From an optimization exercise on the open Yosys and OpenROAD flow, aimed at small area and a short achievable clock period; shortcuts taken in it are not production practice.
The RTL was checked by simulation tests, not by an equivalence proof against the original design.

==> zinc: inputs <==
==> flow/design.v (excerpt) <==
module proj3_core (
    input  wire        clk,
    input  wire        rst,             
    input  wire [16:0] prog_len,        
    input  wire        pred_update,     
    output wire [15:0] imem_addr,       
    input  wire [31:0] imem_rdata,
    output wire [15:0] dmem_raddr,      
    input  wire [31:0] dmem_rdata,
    output wire        dmem_we,         
    output wire [15:0] dmem_waddr,
    output wire [31:0] dmem_wdata,
    input  wire [3:0]  dbg_rsel,        
    output wire [31:0] dbg_rdata,
    output wire        done,
    output wire        halted,
    output wire        stall,
    output wire [2:0]  fault_cause,
    output wire [3:0]  fault_stage,
    output wire [31:0] fault_fpc,
    output reg         illegal,
    output reg  [63:0] illegal_count,
    output reg  [63:0] cycles,
    output reg  [63:0] stalls,
    output reg  [63:0] commits
);
    localparam [3:0] C_SET = 4'd0, C_ADD = 4'd1, C_SUB = 4'd2, C_MUL = 4'd3, C_DIV = 4'd4,
                     C_LD = 4'd5, C_ST = 4'd6, C_BEZ = 4'd7, C_BGEZ = 4'd8, C_BLEZ = 4'd9,
                     C_BGTZ = 4'd10, C_BLTZ = 4'd11, C_ILL = 4'd13;
    localparam RA = 24, RB = 16, RC = 7;
    reg [19:0] pc;               
    reg v_if, v_id, v_ia, v_rr, v_add, v_mul, v_div, v_br, v_m1, v_m2, v_wb;
    reg [3:0]  if_op, id_op, ia_op, rr_op, ad_op, ml_op, dv_op, br_op;
    reg [7:0]  if_d, id_d, ia_d;
    reg [3:0]  rr_d, ad_d, ml_d, dv_d, br_d, m1_d, m2_d, wb_d;
    reg [7:0]  if_l, id_l, ia_l, rr_l;
    reg [7:0]  if_r, id_r, ia_r, rr_r;
    reg [17:0] if_pc, id_pc, ia_pc, rr_pc;
    reg [3:0]  ad_pi, ml_pi, dv_pi, br_pi;        
    reg        rr_rf, rr_wf;                      
    reg        ad_c, ml_c, dv_c, br_c;            
    reg        ad_n, ml_n, dv_n, br_n;            
    reg [31:0] ad_L, ml_L, dv_L;
  ...
clock: 80.0 ns
lec_check: 0
cap_margin: 20
core_margin: 2
core_utilization: 40
slew_margin: 20
run.sh (not shown) runs the stock make flow with config.mk's settings and CLKGATE_MAP_FILE= SYNTH_SCRIPT=/design/flow/synth_recipe.tcl, a recipe that flattens the netlist after the stock synthesis.
==> harbor: changes against zinc <==
--- a/flow/design.v
+++ b/flow/design.v
@@ -1,9 +1,94 @@
-module proj3_rows #(parameter JH = 31, parameter JL = 0) (
+module proj3_add #(parameter W = 8, parameter STYLE = 0) (
+    input wire [W-1:0] x, input wire [W-1:0] y, input wire ci,
+    output wire [W-1:0] s, output wire co);
+    function integer lg2(input integer n);
+        integer k;
+        begin
+            lg2 = 0;
+            for (k = 1; k < n; k = k * 2) lg2 = lg2 + 1;
+        end
+    endfunction
+    generate if (STYLE == 0) begin : ks
+        wire [W:0] t = {1'b0, x} + {1'b0, y} + {{W{1'b0}}, ci};
+        assign s = t[W-1:0]; assign co = t[W];
+    end else if (STYLE == 1) begin : rip
+        wire [W:0] c; assign c[0] = ci;
+        genvar i;
+        for (i = 0; i < W; i = i + 1) begin : b
+            assign s[i] = x[i] ^ y[i] ^ c[i];
+            assign c[i+1] = (x[i] & y[i]) | (x[i] & c[i]) | (y[i] & c[i]);
+        end
+        assign co = c[W];
+    end else begin : bk
+        localparam N = W + 1;
+        localparam L = lg2(N);
+        wire [N-1:0] g0 = {x & y, ci};
+        wire [N-1:0] p0 = {x ^ y, 1'b0};
+        wire [N-1:0] G [0:2*L];
+        wire [N-1:0] P [0:2*L];
+        assign G[0] = g0; assign P[0] = p0;
+        genvar l, i;
+        for (l = 0; l < L; l = l + 1) begin : up
+            for (i = 0; i < N; i = i + 1) begin : n
+                if (((i + 1) % (2 << l)) == 0) begin : c
+                    assign G[l+1][i] = G[l][i] | (P[l][i] & G[l][i - (1 << l)]);
+                    assign P[l+1][i] = P[l][i] & P[l][i - (1 << l)];
+                end else begin : t
+                    assign G[l+1][i] = G[l][i];
+                    assign P[l+1][i] = P[l][i];
+                end
+            end
+        end
+        for (l = 0; l < L - 1; l = l + 1) begin : dn
+            localparam LV = L - 2 - l;
+            for (i = 0; i < N; i = i + 1) begin : n
+                if (((i + 1) % (2 << LV)) == (1 << LV) && i >= (2 << LV)) begin : c
+                    assign G[L+l+1][i] = G[L+l][i] | (P[L+l][i] & G[L+l][i - (1 << LV)]);
+                    assign P[L+l+1][i] = P[L+l][i] & P[L+l][i - (1 << LV)];
+                end else begin : t
+                    assign G[L+l+1][i] = G[L+l][i];
+                    assign P[L+l+1][i] = P[L+l][i];
+                end
+            end
+        end
+        wire [N-1:0] cc = G[2*L-1];    
+        assign s = p0[N-1:1] ^ cc[N-2:0];
+        assign co = cc[N-1];
+    end endgenerate
+endmodule
+module proj3_ge #(parameter W = 17) (input wire [W-1:0] a, input wire [W-1:0] b, output wire ge);
+    function integer lg2(input integer n);
+        integer k;
+        begin
+            lg2 = 0;
+            for (k = 1; k < n; k = k * 2) lg2 = lg2 + 1;
+        end
+    endfunction
+    localparam L = lg2(W);
+    localparam N = 1 << L;
+    wire [N-1:0] gt [0:L];
+    wire [N-1:0] eq [0:L];
+    assign gt[0] = {{(N-W){1'b0}}, a & ~b};
+    assign eq[0] = {{(N-W){1'b1}}, ~(a ^ b)};
+    genvar l, i;
+    generate for (l = 0; l < L; l = l + 1) begin : lv
+        for (i = 0; i < (N >> (l + 1)); i = i + 1) begin : n
+            assign gt[l+1][i] = gt[l][2*i+1] | (eq[l][2*i+1] & gt[l][2*i]);
+            assign eq[l+1][i] = eq[l][2*i+1] & eq[l][2*i];
+        end
+        if ((N >> (l + 1)) < N) begin : pad
+            assign gt[l+1][N-1:(N >> (l + 1))] = {(N - (N >> (l + 1))){1'b0}};
+            assign eq[l+1][N-1:(N >> (l + 1))] = {(N - (N >> (l + 1))){1'b0}};
+        end
+    end endgenerate
+    assign ge = gt[L][0] | eq[L][0];
+endmodule
+module proj3_rows #(parameter JH = 31, parameter JL = 0, parameter RIPW = 0, parameter STY = 2) (
     input  wire [31:0] l_in,      
     input  wire [31:0] o_in,      
     input  wire [31:0] r_in,      
     input  wire        dv,
     input  wire        as,        
     input  wire        sub,
     output wire [31:0] l_out,
     output wire [31:0] r_out
@@ -22,17 +107,19 @@
         end else if (j == 0) begin : w32
             assign x = as ? ll[j+1] : {rr[j+1][W-2:0], xl};
         end else begin : wn
             assign x = {rr[j+1][W-2:0], xl};
         end
         wire         en  = dv | ll[j+1][j] | ((j == 0) ? as : 1'b0);
         wire [W-1:0] y   = o_in[W-1:0] & {W{en}};
         wire         ci  = dv | ((j == 0) ? sub : 1'b0);
-        wire [W:0]   s   = {1'b0, x} + {1'b0, y} + {{W{1'b0}}, ci};
+        wire [W:0]   s;
+        proj3_add #(.W(W), .STYLE((W <= RIPW) ? 1 : STY)) u_add (
+            .x(x), .y(y), .ci(ci), .s(s[W-1:0]), .co(s[W]));
         wire         hi0;
         if (W == 32) begin : h32
             assign hi0 = 1'b1;
         end else begin : hn
             assign hi0 = &o_in[31:W];
         end
         wire         q   = s[W] & hi0;
         wire         sel = ~dv | q;
@@ -77,17 +164,17 @@
     output reg  [63:0] illegal_count,
     output reg  [63:0] cycles,
     output reg  [63:0] stalls,
     output reg  [63:0] commits
 );
     localparam [3:0] C_SET = 4'd0, C_ADD = 4'd1, C_SUB = 4'd2, C_MUL = 4'd3, C_DIV = 4'd4,
                      C_LD = 4'd5, C_ST = 4'd6, C_BEZ = 4'd7, C_BGEZ = 4'd8, C_BLEZ = 4'd9,
                      C_BGTZ = 4'd10, C_BLTZ = 4'd11, C_ILL = 4'd13;
-    localparam RA = 24, RB = 16, RC = 7;
+    localparam RA = 22, RB = 13, RC = 6, RIPW = 12, STY = 2;
     reg [19:0] pc;               
     reg v_if, v_id, v_ia, v_rr, v_add, v_mul, v_div, v_br, v_m1, v_m2, v_wb;
     reg [3:0]  if_op, id_op, ia_op, rr_op, ad_op, ml_op, dv_op, br_op;
     reg [7:0]  if_d, id_d, ia_d;
     reg [3:0]  rr_d, ad_d, ml_d, dv_d, br_d, m1_d, m2_d, wb_d;
     reg [7:0]  if_l, id_l, ia_l, rr_l;
     reg [7:0]  if_r, id_r, ia_r, rr_r;
     reg [17:0] if_pc, id_pc, ia_pc, rr_pc;
@@ -105,18 +192,29 @@
     reg [7:0]  btb [0:15];
     reg        pf_v;
     reg [2:0]  pf_cnt;
     reg [1:0]  pf_st;           
     reg [17:0] pf_pc;
     reg [2:0]  fr_st;
     reg [17:0] fr_pc;
     integer i;
-    wire [18:0] limit      = {prog_len, 2'b00};
-    wire        pc_exh     = pc[19] | (pc[18:0] >= limit);
+    function [31:0] xrd(input [3:0] sel, input [511:0] flat);
+        integer k;
+        begin
+            xrd = 32'd0;
+            for (k = 0; k < 16; k = k + 1)
+                xrd = xrd | (flat[k*32 +: 32] & {32{sel == k}});
+        end
+    endfunction
+    wire [511:0] x_flat = {x[15], x[14], x[13], x[12], x[11], x[10], x[9], x[8],
+                           x[7], x[6], x[5], x[4], x[3], x[2], x[1], x[0]};
+    wire        pc_ge;
+    proj3_ge #(.W(17)) u_pcge (.a(pc[18:2]), .b(prog_len), .ge(pc_ge));
+    wire        pc_exh     = pc[19] | pc_ge;
     wire        pipe_empty = ~(v_if | v_id | v_ia | v_rr | v_add | v_mul | v_div | v_br |
                                v_m1 | v_m2 | v_wb);
     assign done   = pc_exh & pipe_empty;
     assign halted = (fr_st != 3'd0);
     wire   run    = ~done & ~halted;
     wire pf_fire   = pf_v & (pf_cnt == 3'd0);
     wire rr_fault  = v_rr & rr_rf;
     wire any_fault = pf_fire | rr_fault;
@@ -136,18 +234,18 @@
     wire [7:0] br_tgt   = br_P[7:0];
     wire       pr_upd = br_is & pred_update;
     wire [1:0] pt_old = pt[br_pi];
     wire [1:0] pt_upd = br_c ? ((pt_old == 2'd3) ? 2'd3 : pt_old + 2'd1)
                              : ((pt_old == 2'd0) ? 2'd0 : pt_old - 2'd1);
     wire        rr_isbr = (rr_op >= C_BEZ) & (rr_op <= C_BLTZ);
     wire [3:0]  rr_ia   = rr_l[3:0];
     wire [3:0]  rr_ib   = rr_isbr ? rr_d : rr_r[3:0];
-    wire [31:0] xa = (wb_wr & (wb_d == rr_ia)) ? wb_P : x[rr_ia];
-    wire [31:0] xb = (wb_wr & (wb_d == rr_ib)) ? wb_P : x[rr_ib];
+    wire [31:0] xa = (wb_wr & (wb_d == rr_ia)) ? wb_P : xrd(rr_ia, x_flat);
+    wire [31:0] xb = (wb_wr & (wb_d == rr_ib)) ? wb_P : xrd(rr_ib, x_flat);
     wire rr_dv  = (rr_op == C_DIV);
     wire rr_mul = (rr_op == C_MUL);
     wire rr_sub = (rr_op == C_SUB);
     wire rr_as  = (rr_op == C_ADD) | rr_sub;
     wire rr_ar  = rr_dv | rr_mul | rr_as;
     reg rr_cond;
     always @(*) begin
         case (rr_op)
@@ -160,17 +258,17 @@
         endcase
     end
     wire [31:0] abs_a  = xa[31] ? (32'd0 - xa) : xa;
     wire [31:0] nabs_b = xb[31] ? (xb - 32'd1) : ~xb;
     wire [31:0] rr_imm = (rr_op == C_SET) ? {{24{rr_l[7]}}, rr_l} : {16'd0, rr_r, rr_l};
     wire [31:0] a_L0   = rr_dv ? abs_a : rr_ar ? xa : rr_imm;
     wire [31:0] a_O0   = rr_dv ? nabs_b : rr_sub ? ~xb : xb;
     wire [31:0] a_L1, a_R1;
-    proj3_rows #(.JH(31), .JL(RA)) u_rows0 (
+    proj3_rows #(.JH(31), .JL(RA), .RIPW(RIPW), .STY(STY)) u_rows0 (
         .l_in(a_L0), .o_in(a_O0), .r_in(32'd0), .dv(rr_dv), .as(1'b0), .sub(1'b0),
         .l_out(a_L1), .r_out(a_R1));
     wire       rr_wr  = (rr_op <= C_LD);
     wire       f_div  = rr_dv & (xb == 32'd0);
     wire       f_st   = (rr_op == C_ST) & rr_l[7];
     wire       f_ld   = (rr_op == C_LD) & rr_r[7];
     wire       f_wb   = rr_wr & rr_wf;
     wire       c_v    = v_rr & (f_div | f_st | f_ld | f_wb);
@@ -178,52 +276,53 @@
     wire [1:0] c_st   = f_div ? 2'd0 : f_st ? 2'd1 : f_ld ? 2'd2 : 2'd3;
     wire       c_take = c_v & (~pf_v | (c_t < pf_cnt));
     wire ad_dv = (ad_op == C_DIV), ad_sub = (ad_op == C_SUB);
     wire ml_dv = (ml_op == C_DIV), ml_sub = (ml_op == C_SUB);
     wire dv_dv = (dv_op == C_DIV), dv_sub = (dv_op == C_SUB);
     wire dv_as = (dv_op == C_ADD) | dv_sub;
     wire dv_ml = (dv_op == C_MUL);
     wire [31:0] m_L, m_R, d_L, d_R, b_L, b_R;
-    proj3_rows #(.JH(RA-1), .JL(RB)) u_rows1 (
+    proj3_rows #(.JH(RA-1), .JL(RB), .RIPW(RIPW), .STY(STY)) u_rows1 (
         .l_in(ad_L), .o_in(ad_O), .r_in(ad_R), .dv(ad_dv), .as(1'b0), .sub(1'b0),
         .l_out(m_L), .r_out(m_R));
-    proj3_rows #(.JH(RB-1), .JL(RC)) u_rows2 (
+    proj3_rows #(.JH(RB-1), .JL(RC), .RIPW(RIPW), .STY(STY)) u_rows2 (
         .l_in(ml_L), .o_in(ml_O), .r_in(ml_R), .dv(ml_dv), .as(1'b0), .sub(1'b0),
         .l_out(d_L), .r_out(d_R));
-    proj3_rows #(.JH(RC-1), .JL(0)) u_rows3 (
+    proj3_rows #(.JH(RC-1), .JL(0), .RIPW(RIPW), .STY(STY)) u_rows3 (
         .l_in(dv_L), .o_in(dv_O), .r_in(dv_R), .dv(dv_dv), .as(dv_as), .sub(dv_sub),
         .l_out(b_L), .r_out(b_R));
     wire [31:0] b_P = (dv_ml | dv_as) ? b_R : b_L;
     wire [31:0] m1_Pn = br_n ? (32'd0 - br_P) : br_P;
     wire [19:0] f_pc  = br_taken ? {{12{br_tgt[7]}}, br_tgt} : pc;
-    wire        f_exh = f_pc[19] | (f_pc[18:0] >= limit);
+    wire        tg_exh = br_tgt[7] | ((prog_len[16:5] == 12'd0) & (br_tgt[6:2] >= prog_len[4:0]));
+    wire        f_exh  = br_taken ? tg_exh : pc_exh;
     wire [15:0] f_idx = f_pc[17:2];
     wire        f_fwd  = m1_isst & (f_pc[17:9] == 9'd0) & (f_pc[8:2] == m1_P[6:0]);
     wire [31:0] f_word = f_fwd ? {{24{m1_P[15]}}, m1_P[15:8]} : imem_rdata;
     wire [7:0]  f_opb  = f_word[31:24];
     wire [3:0]  f_op   = (f_opb > 8'd12) ? C_ILL : f_opb[3:0];
     wire        f_br   = (f_opb >= 8'd7) & (f_opb <= 8'd11);
     wire        f_mem  = (f_opb == 8'd5) | (f_opb == 8'd6);
-    wire        f_haz  = f_mem & v_ia & ~f_word[15] & ~ia_d[7] & (f_word[14:8] == ia_d[6:0]);
+    wire        f_haz  = ~f_fwd & (imem_rdata[31:24] == 8'd5 || imem_rdata[31:24] == 8'd6) & v_ia & ~imem_rdata[15] & ~ia_d[7] & (imem_rdata[14:8] == ia_d[6:0]);
     wire [3:0]  p_idx   = f_pc[5:2];
     wire        p_fwd   = pr_upd & (br_pi == p_idx);
     wire [1:0]  p_pt    = p_fwd ? pt_upd : pt[p_idx];
     wire [7:0]  p_btb   = (p_fwd & br_c) ? br_tgt : btb[p_idx];
     wire        p_taken = p_pt[1];
     wire        f_stall = ~f_exh & f_haz;
     wire        f_admit = ~f_exh & ~f_stall;
     wire [19:0] n_pc    = (f_exh | f_stall) ? f_pc :
                           (f_br & p_taken)  ? {{12{p_btb[7]}}, p_btb} : f_pc + 20'd4;
     assign imem_addr  = (~halted & ~f_exh) ? f_idx : 16'd0;
     assign dmem_raddr = (~halted & m2_isld) ? {{8{m2_P[15]}}, m2_P[15:8]} : 16'd0;
     assign dmem_we    = ~rst & ~halted & ~any_fault & m1_isst;
     assign dmem_waddr = dmem_we ? {9'd0, m1_P[6:0]} : 16'd0;
     assign dmem_wdata = dmem_we ? {{24{m1_P[15]}}, m1_P[15:8]} : 32'd0;
-    assign dbg_rdata  = x[dbg_rsel];
+    assign dbg_rdata  = xrd(dbg_rsel, x_flat);
     assign stall      = ~halted & ~any_fault & f_stall;
     wire id_ill = v_id & (id_op == C_ILL);
     always @(posedge clk) begin
         if_op <= f_op; if_d <= f_word[23:16]; if_l <= f_word[15:8]; if_r <= f_word[7:0];
         if_pc <= f_pc[17:0];
         id_op <= if_op; id_d <= if_d; id_l <= if_l; id_r <= if_r; id_pc <= if_pc;
         ia_op <= id_op; ia_d <= id_d; ia_l <= id_l; ia_r <= id_r; ia_pc <= id_pc;
         rr_op <= ia_op; rr_d <= ia_d[3:0]; rr_l <= ia_l; rr_r <= ia_r; rr_pc <= ia_pc;
- ABC_AREA: unset -> 1
==> summary.txt <==
- The run finished with no timing, DRC or antenna violations.
- The die covers 0.253 mm2.
- Measured against the total synthesized area, the mux share comes to 0.00132.
- Sorting the synthesized cells by area gives the leading types as sky130_fd_sc_hd__edfxtp_1, sky130_fd_sc_hd__dfxtp_1, sky130_fd_sc_hd__nand2_1.
- On the final layout, the worst hold slack is ~0.27 ns.
- The repair_antennas step left the layout with diodes totalling 25.
# the run above: harbor

==> summary.txt <==
- The hold slack is 0.294 ns.
- Setup repair after global routing left no endpoint under its margin.
- The share of synthesized area spent on multiplexers is 0.110.
- By area the synthesized netlist is led by sky130_fd_sc_hd__edfxtp_1, sky130_fd_sc_hd__dfxtp_1, sky130_fd_sc_hd__mux4_2.
- The multi-input gate area in the final layout is 0.0610 mm2.
- The floorplan step defined a die boundary enclosing 0.265 mm2.
- The run finished with no timing, DRC or antenna violations.
# the run above: zinc

-- afterwards: timing with drivers on the ports --
The flow's constraints put no driver on any port. The routed layouts listed below were extracted and timed again, unchanged, in two steps.
Step 1, drivers: a clkbuf_16 drives clk and a buf_2 each remaining input, both assumed.
Step 2 adds t to the input delays and takes it off the output delays; t is the mean of the earliest and latest rising clock arrival at the registers after step 1. Input paths then give back, and output paths get back, about the clock's delay inside the block.
a / b / c = no drivers / after step 1 / after step 2; a / b = the first two.
run | t, ns | slack for setup (ns) | hold slack, ns
zinc | 0.926 | 43.502 / 43.469 / 43.469 | 0.294 / 0.294 / 0.294
harbor | 0.979 | 43.529 / 43.503 / 43.503 | 0.273 / 0.273 / 0.273
After both steps every run listed still meets setup and hold. For zinc, which loses most, drivers alone change the setup slack by -0.033 ns; drivers and shift together by -0.033 ns.
